What follows belongs to an exercise in optimizing a design on an open flow for small area, a short achievable clock period and few clock cycles per item; a production flow would make more cautious choices. Function was checked by simulation only, so behaviour that the tests miss may differ from the original. Power and IR drop assume default switching activity.

== run A ==
// gf_engine
module gf_engine (
    input  wire        clk,
    input  wire        rst,         
    input  wire        fa_we,
    input  wire [12:0] fa_wdata,
    input  wire        fb_we,
    input  wire [12:0] fb_wdata,
    output wire [12:0] fa,
    output wire [12:0] fb,
    output wire [12:0] fr,
    input  wire        cmd_valid,
    input  wire [31:0] cmd_word,
    output wire [7:0]  status
);
    reg [12:0] fa_r;
    reg [12:0] fb_r;
    reg [12:0] fr_r;
    reg        done_r;          
    reg        err_r;           
    assign fa     = fa_r;
    assign fb     = fb_r;
    assign fr     = fr_r;
    assign status = {3'b000, err_r, err_r, 1'b0, done_r, 1'b0};
    wire [12:0] fa4;
    gf_engine_sq2 u_sq2 (.a(fa_r), .y(fa4));
    wire [12:0] opa;
    gf_engine_sel u_sel (.s0(cmd_word[0]), .a0(fa_r), .s1(cmd_word[1]), .a1(fa4), .y(opa));
    wire [168:0] mcol;
    gf_engine_mcols u_mcols (.b(fb_r), .m(mcol));
    wire [12:0] prod;
    genvar gi, gk;
    generate
        for (gk = 0; gk < 13; gk = gk + 1) begin : g_row
  ...
Size: about 730 cells after synthesis, about 41 flip-flops, ~110 I/O pins.
Settings: LEC_CHECK=0, CAP_MARGIN=20, CORE_MARGIN=2, CORE_UTILIZATION=40, CTS_BUF_LIST=sky130_fd_sc_hd__clkbuf_8, PLACE_DENSITY=0.6, SETUP_SLACK_MARGIN=2.8, SLEW_MARGIN=20, SYNTH_HIERARCHICAL=1, SYNTH_MINIMUM_KEEP_SIZE=0; clock period 5.0 ns.
standard.sh (not shown) runs the stock make flow with config.mk's settings and CLKGATE_MAP_FILE= SYNTH_SCRIPT=/design/flow/synth_recipe.tcl, a recipe that flattens the netlist after the stock synthesis.
==> flow/flow/run.sh <==
#!/bin/bash
# Own layout flow: the standard flow (standard.sh), with two changes to
# how the layout is made:
#  * the port buffers that the standard flow inserts on every input and
#    output are sky130_fd_sc_hd__buf_1 instead of the default choice
#    (the resizer may still upsize them where timing needs it);
#  * the 3-input XOR/XNOR cells are added to the platform's don't-use list,
#    so that synthesis builds the XOR trees from faster 2-input cells.
# Everything else (synthesis script, floorplan, power grid, tap cells,
# placement, CTS, routing) is the standard flow unchanged.
set -euo pipefail
cd "$(dirname "$0")/.."

PLATFORM_DONT_USE="sky130_fd_sc_hd__probe_p_8 sky130_fd_sc_hd__probec_p_8 \
sky130_fd_sc_hd__lpflow_bleeder_1 sky130_fd_sc_hd__lpflow_clkbufkapwr_1 \
sky130_fd_sc_hd__lpflow_clkbufkapwr_16 sky130_fd_sc_hd__lpflow_clkbufkapwr_2 \
sky130_fd_sc_hd__lpflow_clkbufkapwr_4 sky130_fd_sc_hd__lpflow_clkbufkapwr_8 \
sky130_fd_sc_hd__lpflow_clkinvkapwr_1 sky130_fd_sc_hd__lpflow_clkinvkapwr_16 \
sky130_fd_sc_hd__lpflow_clkinvkapwr_2 sky130_fd_sc_hd__lpflow_clkinvkapwr_4 \
sky130_fd_sc_hd__lpflow_clkinvkapwr_8 sky130_fd_sc_hd__lpflow_decapkapwr_12 \
sky130_fd_sc_hd__lpflow_decapkapwr_3 sky130_fd_sc_hd__lpflow_decapkapwr_4 \
sky130_fd_sc_hd__lpflow_decapkapwr_6 sky130_fd_sc_hd__lpflow_decapkapwr_8 \
sky130_fd_sc_hd__lpflow_inputiso0n_1 sky130_fd_sc_hd__lpflow_inputiso0p_1 \
sky130_fd_sc_hd__lpflow_inputiso1n_1 sky130_fd_sc_hd__lpflow_inputiso1p_1 \
sky130_fd_sc_hd__lpflow_inputisolatch_1 sky130_fd_sc_hd__lpflow_isobufsrc_1 \
sky130_fd_sc_hd__lpflow_isobufsrc_16 sky130_fd_sc_hd__lpflow_isobufsrc_2 \
sky130_fd_sc_hd__lpflow_isobufsrc_4 sky130_fd_sc_hd__lpflow_isobufsrc_8 \
sky130_fd_sc_hd__lpflow_isobufsrckapwr_16 \
sky130_fd_sc_hd__lpflow_lsbuf_lh_hl_isowell_tap_1 \
sky130_fd_sc_hd__lpflow_lsbuf_lh_hl_isowell_tap_2 \
sky130_fd_sc_hd__lpflow_lsbuf_lh_hl_isowell_tap_4 \
sky130_fd_sc_hd__lpflow_lsbuf_lh_isowell_4 \
sky130_fd_sc_hd__lpflow_lsbuf_lh_isowell_tap_1 \
sky130_fd_sc_hd__lpflow_lsbuf_lh_isowell_tap_2 \
sky130_fd_sc_hd__lpflow_lsbuf_lh_isowell_tap_4"
EXTRA_DONT_USE="sky130_fd_sc_hd__xor3_1 sky130_fd_sc_hd__xor3_2 sky130_fd_sc_hd__xor3_4 \
sky130_fd_sc_hd__xnor3_1 sky130_fd_sc_hd__xnor3_2 sky130_fd_sc_hd__xnor3_4"

bash standard.sh finish \
    "DONT_USE_CELLS=$PLATFORM_DONT_USE $EXTRA_DONT_USE" \
    "BUFFER_PORTS_ARGS=-buffer_cell sky130_fd_sc_hd__buf_1" \
    > flow_make.log 2>&1
Per the final summary, run A finished and its layout is clean on timing, DRC and antenna.
Testbench counts of run A, summed over its fixed seeds: cycles 4,800, ops 2,400.
Input-level comparison between run B and run A:
--- a/flow/config.mk
+++ b/flow/config.mk
@@ -11,5 +11,5 @@
 export CTS_BUF_LIST = sky130_fd_sc_hd__clkbuf_8
 export PLACE_DENSITY = 0.6
-export SETUP_SLACK_MARGIN = 2.8
+export SETUP_SLACK_MARGIN = 2.4
 export SLEW_MARGIN = 20
 export SYNTH_HIERARCHICAL = 1
Findings:
Number of fill cells in the layout, run A and run B, lower one = run A.
Comparing run A and run B, smallest hold slack is higher on run A.
Per the comparison of run B with run A, power in sequential cells neither gained nor lost much; count of clock-net buffers in the final layout dropped 1; portion of the layout cell area used by non-clock buffers shrank by 2.8 points; maximum number of pins on one net before global-route repair closely matched the old numbers; weighted congestion at the end of routability-driven global placement down 5.4%.
On final critical-path setup slack: between run A and run B, it ends up higher for run A.
Share of power burned in combinational logic is lower on run B
The inputs of run C differ from those of run B as listed below.
--- a/flow/config.mk
+++ b/flow/config.mk
@@ -11,5 +11,5 @@
 export CTS_BUF_LIST = sky130_fd_sc_hd__clkbuf_8
 export PLACE_DENSITY = 0.6
-export SETUP_SLACK_MARGIN = 2.4
+export SETUP_SLACK_MARGIN = 2.0
 export SLEW_MARGIN = 20
 export SYNTH_HIERARCHICAL = 1
--- outcome ---
| critical path arrival | higher: run C |
Run C finished every step from synthesis to the final layout, and the layout passed the timing, design-rule and antenna checks.
Run C vs run B — footprint of the flip-flops and latches dropped by a few percent
Run B → run C: clock network fraction of total power rose by 0.6 points; via count fell by 2.2%; power per cell area rose by 8.0 nW/um2; wire length fell by 3.5%; combinational-cell power consumption fell by about 6%.
Taking run B as the reference, in run C worst max-slew margin expressed relative to the limit went up by 1.2 points, post-layout utilization of the core dropped 2.8 points, least setup slack across all paths after layout now smaller.

---

Another version of the RTL of gf_engine (not shown whole).
Size: about 660 cells after synthesis, about 41 flip-flops, roughly 110 I/O pins, about 4900 µm² of cells after synthesis.
==> flow/design.v (excerpt) <==
module gf_engine (
    input  wire        clk,
    input  wire        rst,         
    input  wire        fa_we,
    input  wire [12:0] fa_wdata,
    input  wire        fb_we,
    input  wire [12:0] fb_wdata,
    output wire [12:0] fa,
    output wire [12:0] fb,
    output wire [12:0] fr,
    input  wire        cmd_valid,
    input  wire [31:0] cmd_word,
    output wire [7:0]  status
);
    reg [12:0] fa_r;
    reg [12:0] fb_r;
    reg [12:0] fr_r;
    reg        done_r;          
    reg        err_r;           
    assign fa     = fa_r;
    assign fb     = fb_r;
    assign fr     = fr_r;
    assign status = {3'b000, err_r, err_r, 1'b0, done_r, 1'b0};
    function [12:0] xtime;
        input [12:0] a;
        begin
            xtime = {a[11:0], 1'b0} ^ {8'd0, a[12], a[12], 1'b0, a[12], a[12]};
        end
    endfunction
    function [12:0] gf_mul;
        input [12:0] a;
        input [12:0] b;
        reg   [12:0] col;
        reg   [12:0] acc;
        integer i;
        begin
            col = b;
            acc = 13'd0;
            for (i = 0; i < 13; i = i + 1) begin
                acc = acc ^ (col & {13{a[i]}});
                col = xtime(col);
            end
            gf_mul = acc;
        end
    endfunction
    function [12:0] gf_sq;
        input [12:0] a;
        reg   [12:0] col;
        reg   [12:0] acc;
        integer i;
        begin
            col = 13'd1;
            acc = 13'd0;
            for (i = 0; i < 25; i = i + 1) begin
                if (i % 2 == 0)
                    acc = acc ^ (col & {13{a[i/2]}});
                col = xtime(col);
            end
            gf_sq = acc;
        end
    endfunction
    wire [12:0] fa4  = gf_sq(gf_sq(fa_r));
    wire [12:0] opa  = cmd_word[0] ? fa_r : fa4;
    wire [12:0] prod = gf_mul(opa, fb_r);
    wire cmd_hi0     = (cmd_word[31:2] == 30'd0);
    wire is_gfmul    = cmd_hi0 && (cmd_word[1:0] == 2'b01);
    wire is_gfsq2mul = cmd_hi0 && (cmd_word[1:0] == 2'b10);
    wire legal       = is_gfmul | is_gfsq2mul;
    always @(posedge clk) begin
  ...
clock: 5.0 ns
lec_check: 0
cap_margin: 20
core_margin: 2
core_utilization: 40
place_density: 0.6
setup_slack_margin: 2.0
slew_margin: 20
Scripts as last shown in full above: flow/flow/run.sh
Testbench counts at the start, summed over its fixed seeds: cycles 4,800, ops 2,400.
Rerun with:
==> flow/run.sh (new file) <==
#!/bin/bash
# synth_recipe.tcl (not shown) runs the flow's synth.tcl, then flattens the netlist and writes it again
# the make line also repeats each setting of config.mk as NAME=value (left out here)
make -C /OpenROAD-flow-scripts/flow DESIGN_CONFIG=/design/flow/config.mk WORK_HOME=/design/flow/orfs CLKGATE_MAP_FILE= SYNTH_SCRIPT=/design/flow/synth_recipe.tcl finish
- SETUP_SLACK_MARGIN: 2.0 -> unset
removed: flow/flow/run.sh
removed: flow/standard.sh
Result: The changed run finished clean; global-route usage goes up by 2.7 points; design area goes up by 9.2%; routed wire length goes up by 8.6%.

---

Another version of the RTL of gf_engine (not shown whole).
Size in the first run: ~0.0056 sq mm of cells after synthesis.
==> flow/config.mk <==
export PLATFORM = sky130hd
export DESIGN_NAME = gf_engine
export DESIGN_NICKNAME = gf_engine
export VERILOG_FILES = /design/flow/design.v
export SDC_FILE = /design/flow/constraint.sdc
export NUM_CORES = 4
export LEC_CHECK = 0
export CAP_MARGIN = 0
export CORE_MARGIN = 2
export CORE_UTILIZATION = 45
export CTS_BUF_LIST = sky130_fd_sc_hd__clkbuf_8
export PLACE_DENSITY = 0.6
export SETUP_SLACK_MARGIN = 2.35
export SLEW_MARGIN = 0
export SYNTH_HIERARCHICAL = 1
export SYNTH_MINIMUM_KEEP_SIZE = 0
export TNS_END_PERCENT = 5
==> flow/constraint.sdc <==
create_clock -name core_clock -period 5.0 [get_ports {clk}]
set_input_delay 1.0000 -clock core_clock [delete_from_list [all_inputs] [get_ports {clk}]]
set_output_delay 1.0000 -clock core_clock [all_outputs]
set_load 0.01 [all_outputs]
==> flow/flow/run.sh <==
#!/bin/bash
# Own layout flow: the standard flow (standard.sh), with two changes to
# how the layout is made:
#  * the port buffers that the standard flow inserts on every input and
#    output are sky130_fd_sc_hd__buf_1 instead of the default choice
#    (the resizer may still upsize them where timing needs it);
#  * the 3-input XOR/XNOR cells are added to the platform's don't-use list,
#    so that synthesis builds the XOR trees from faster 2-input cells.
# Everything else (synthesis script, floorplan, power grid, tap cells,
# placement, CTS, routing) is the standard flow unchanged.
set -euo pipefail
cd "$(dirname "$0")/.."

PLATFORM_DONT_USE="sky130_fd_sc_hd__probe_p_8 sky130_fd_sc_hd__probec_p_8 \
sky130_fd_sc_hd__lpflow_bleeder_1 sky130_fd_sc_hd__lpflow_clkbufkapwr_1 \
sky130_fd_sc_hd__lpflow_clkbufkapwr_16 sky130_fd_sc_hd__lpflow_clkbufkapwr_2 \
sky130_fd_sc_hd__lpflow_clkbufkapwr_4 sky130_fd_sc_hd__lpflow_clkbufkapwr_8 \
sky130_fd_sc_hd__lpflow_clkinvkapwr_1 sky130_fd_sc_hd__lpflow_clkinvkapwr_16 \
sky130_fd_sc_hd__lpflow_clkinvkapwr_2 sky130_fd_sc_hd__lpflow_clkinvkapwr_4 \
sky130_fd_sc_hd__lpflow_clkinvkapwr_8 sky130_fd_sc_hd__lpflow_decapkapwr_12 \
sky130_fd_sc_hd__lpflow_decapkapwr_3 sky130_fd_sc_hd__lpflow_decapkapwr_4 \
sky130_fd_sc_hd__lpflow_decapkapwr_6 sky130_fd_sc_hd__lpflow_decapkapwr_8 \
sky130_fd_sc_hd__lpflow_inputiso0n_1 sky130_fd_sc_hd__lpflow_inputiso0p_1 \
sky130_fd_sc_hd__lpflow_inputiso1n_1 sky130_fd_sc_hd__lpflow_inputiso1p_1 \
sky130_fd_sc_hd__lpflow_inputisolatch_1 sky130_fd_sc_hd__lpflow_isobufsrc_1 \
sky130_fd_sc_hd__lpflow_isobufsrc_16 sky130_fd_sc_hd__lpflow_isobufsrc_2 \
sky130_fd_sc_hd__lpflow_isobufsrc_4 sky130_fd_sc_hd__lpflow_isobufsrc_8 \
sky130_fd_sc_hd__lpflow_isobufsrckapwr_16 \
sky130_fd_sc_hd__lpflow_lsbuf_lh_hl_isowell_tap_1 \
sky130_fd_sc_hd__lpflow_lsbuf_lh_hl_isowell_tap_2 \
sky130_fd_sc_hd__lpflow_lsbuf_lh_hl_isowell_tap_4 \
sky130_fd_sc_hd__lpflow_lsbuf_lh_isowell_4 \
sky130_fd_sc_hd__lpflow_lsbuf_lh_isowell_tap_1 \
sky130_fd_sc_hd__lpflow_lsbuf_lh_isowell_tap_2 \
sky130_fd_sc_hd__lpflow_lsbuf_lh_isowell_tap_4"
EXTRA_DONT_USE="sky130_fd_sc_hd__xor3_1 sky130_fd_sc_hd__xor3_2 sky130_fd_sc_hd__xor3_4 \
sky130_fd_sc_hd__xnor3_1 sky130_fd_sc_hd__xnor3_2 sky130_fd_sc_hd__xnor3_4"

bash standard.sh finish \
    "DONT_USE_CELLS=$PLATFORM_DONT_USE $EXTRA_DONT_USE" \
    "BUFFER_PORTS_ARGS=-buffer_cell sky130_fd_sc_hd__buf_1" \
    > flow_make.log 2>&1
Testbench counts at the start, summed over its fixed seeds: cycles 4,800, ops 2,400.
Next try:
- CORE_UTILIZATION: 45 -> 40
- SETUP_SLACK_MARGIN: 2.35 -> 2.0
- TNS_END_PERCENT: 5 -> not set
Setup slack loses 190 ps.
Sequential power goes down by about 2%.
Cell count came out higher by 2.9%.
Routed wire length went down by about 10%.
Critical path depth stays the same.
Next try:
- PLACE_DENSITY: 0.6 -> 0.75
- SETUP_SLACK_MARGIN: 2.0 -> 2.3
- TNS_END_PERCENT: not set -> 5
Die area does not change.
Sequential share of layout area decreases by 0.32 points.
Worst setup slack gains 180 ps.
Via count goes up by about 4.6%.
Synthesized cell count stays the same.
Design area came out higher by 5.0%.
Clock skew rises by 10 ps.
Routed wire length climbs by about 3.7%.
Sequential cell count is unchanged.
Area after synthesis is unchanged.
Global-route usage came out higher by 0.36 points.
Next try:
- GPL_TIMING_DRIVEN: not set -> 0
- PLACE_DENSITY: 0.75 -> 0.6
The new run went through all stages and came out clean. Cell count came out higher by 20%. Global-route usage came out higher by 2.4 points. Flip-flop and latch count is unchanged. Fmax is higher by 0.40%. Synthesized cell count stays the same. Die area does not change. Setup slack is better by 10 ps. First-iteration DRC count increases by 10%.
Next try:
- GPL_TIMING_DRIVEN: 0 -> not set
- TNS_END_PERCENT: 5 -> not set
Result: The new run finished with timing, DRC and antenna clean. Routed wire length goes down by about a fifth. Register-to-register slack got worse by 20 ps. Power fell by about a fifth. Combinational power shrinks by a quarter to a third. Non-clock buffer count decreases by 175.
Next try:
--- a/flow/flow/run.sh
+++ b/flow/flow/run.sh
@@ -40,3 +40,4 @@
     "DONT_USE_CELLS=$PLATFORM_DONT_USE $EXTRA_DONT_USE" \
     "BUFFER_PORTS_ARGS=-buffer_cell sky130_fd_sc_hd__buf_1" \
+    "MATCH_CELL_FOOTPRINT=0" \
     > flow_make.log 2>&1
- SETUP_SLACK_MARGIN: 2.3 -> 2.4
- TNS_END_PERCENT: not set -> 5
Effect: The changed run finished with timing, DRC and antenna clean. Via count drops by 0.44%. Utilization grows by 0.25 points. Area after synthesis stays the same.

static timing again, ports no longer ideal:
Ports are ideal in the flow. The routed layouts listed here were re-timed in OpenROAD. Step 1 sets driving cells, clkbuf_16 on the clock port and buf_2 on the other inputs (assumed; they add their load-dependent delay and slew). Step 2 also shifts input and output timing later by t, the mid clock arrival at the registers, as if the neighbouring blocks saw the same clock. Three values: ideal ports, drivers, drivers and shift; two values: the first two.
| run | shift t [ns] | slack for setup (ns) | hold slack, ns |
|---|---|---|---|
| run A | 0.349 | 2.559 / 2.559 / 2.245 | 0.482 / 0.482 / 0.482 |
| run B | 0.349 | 2.544 / 2.544 / 2.212 | 0.475 / 0.475 / 0.475 |
| run C | 0.348 | 2.250 / 2.255 / 1.907 | 0.475 / 0.475 / 0.475 |
| the first run of note 2 | 0.331 | 2.070 / 2.045 / 1.714 | 0.482 / 0.482 / 0.482 |
| the second run of note 2 | 0.340 | 1.105 / 1.111 / 0.771 | 0.475 / 0.475 / 0.475 |
| the first run of note 3 | 0.334 | 2.454 / 2.462 / 2.129 | 0.503 / 0.503 / 0.503 |
| the second run of note 3 | 0.341 | 2.261 / 2.270 / 1.929 | 0.500 / 0.500 / 0.500 |
| the third run of note 3 | 0.343 | 2.445 / 2.445 / 2.176 | 0.506 / 0.506 / 0.506 |
| the fourth run of note 3 | 0.350 | 2.456 / 2.456 / 2.145 | 0.500 / 0.500 / 0.500 |
| the fifth run of note 3 | 0.343 | 2.440 / 2.440 / 2.146 | 0.499 / 0.499 / 0.499 |
| the sixth run of note 3 | 0.346 | 2.520 / 2.521 / 2.185 | 0.502 / 0.502 / 0.502 |
After both steps every run listed still meets setup and hold. The setup slack of the first run of note 2, which loses most, moves by -0.025 ns with the drivers and by -0.356 ns with both steps.
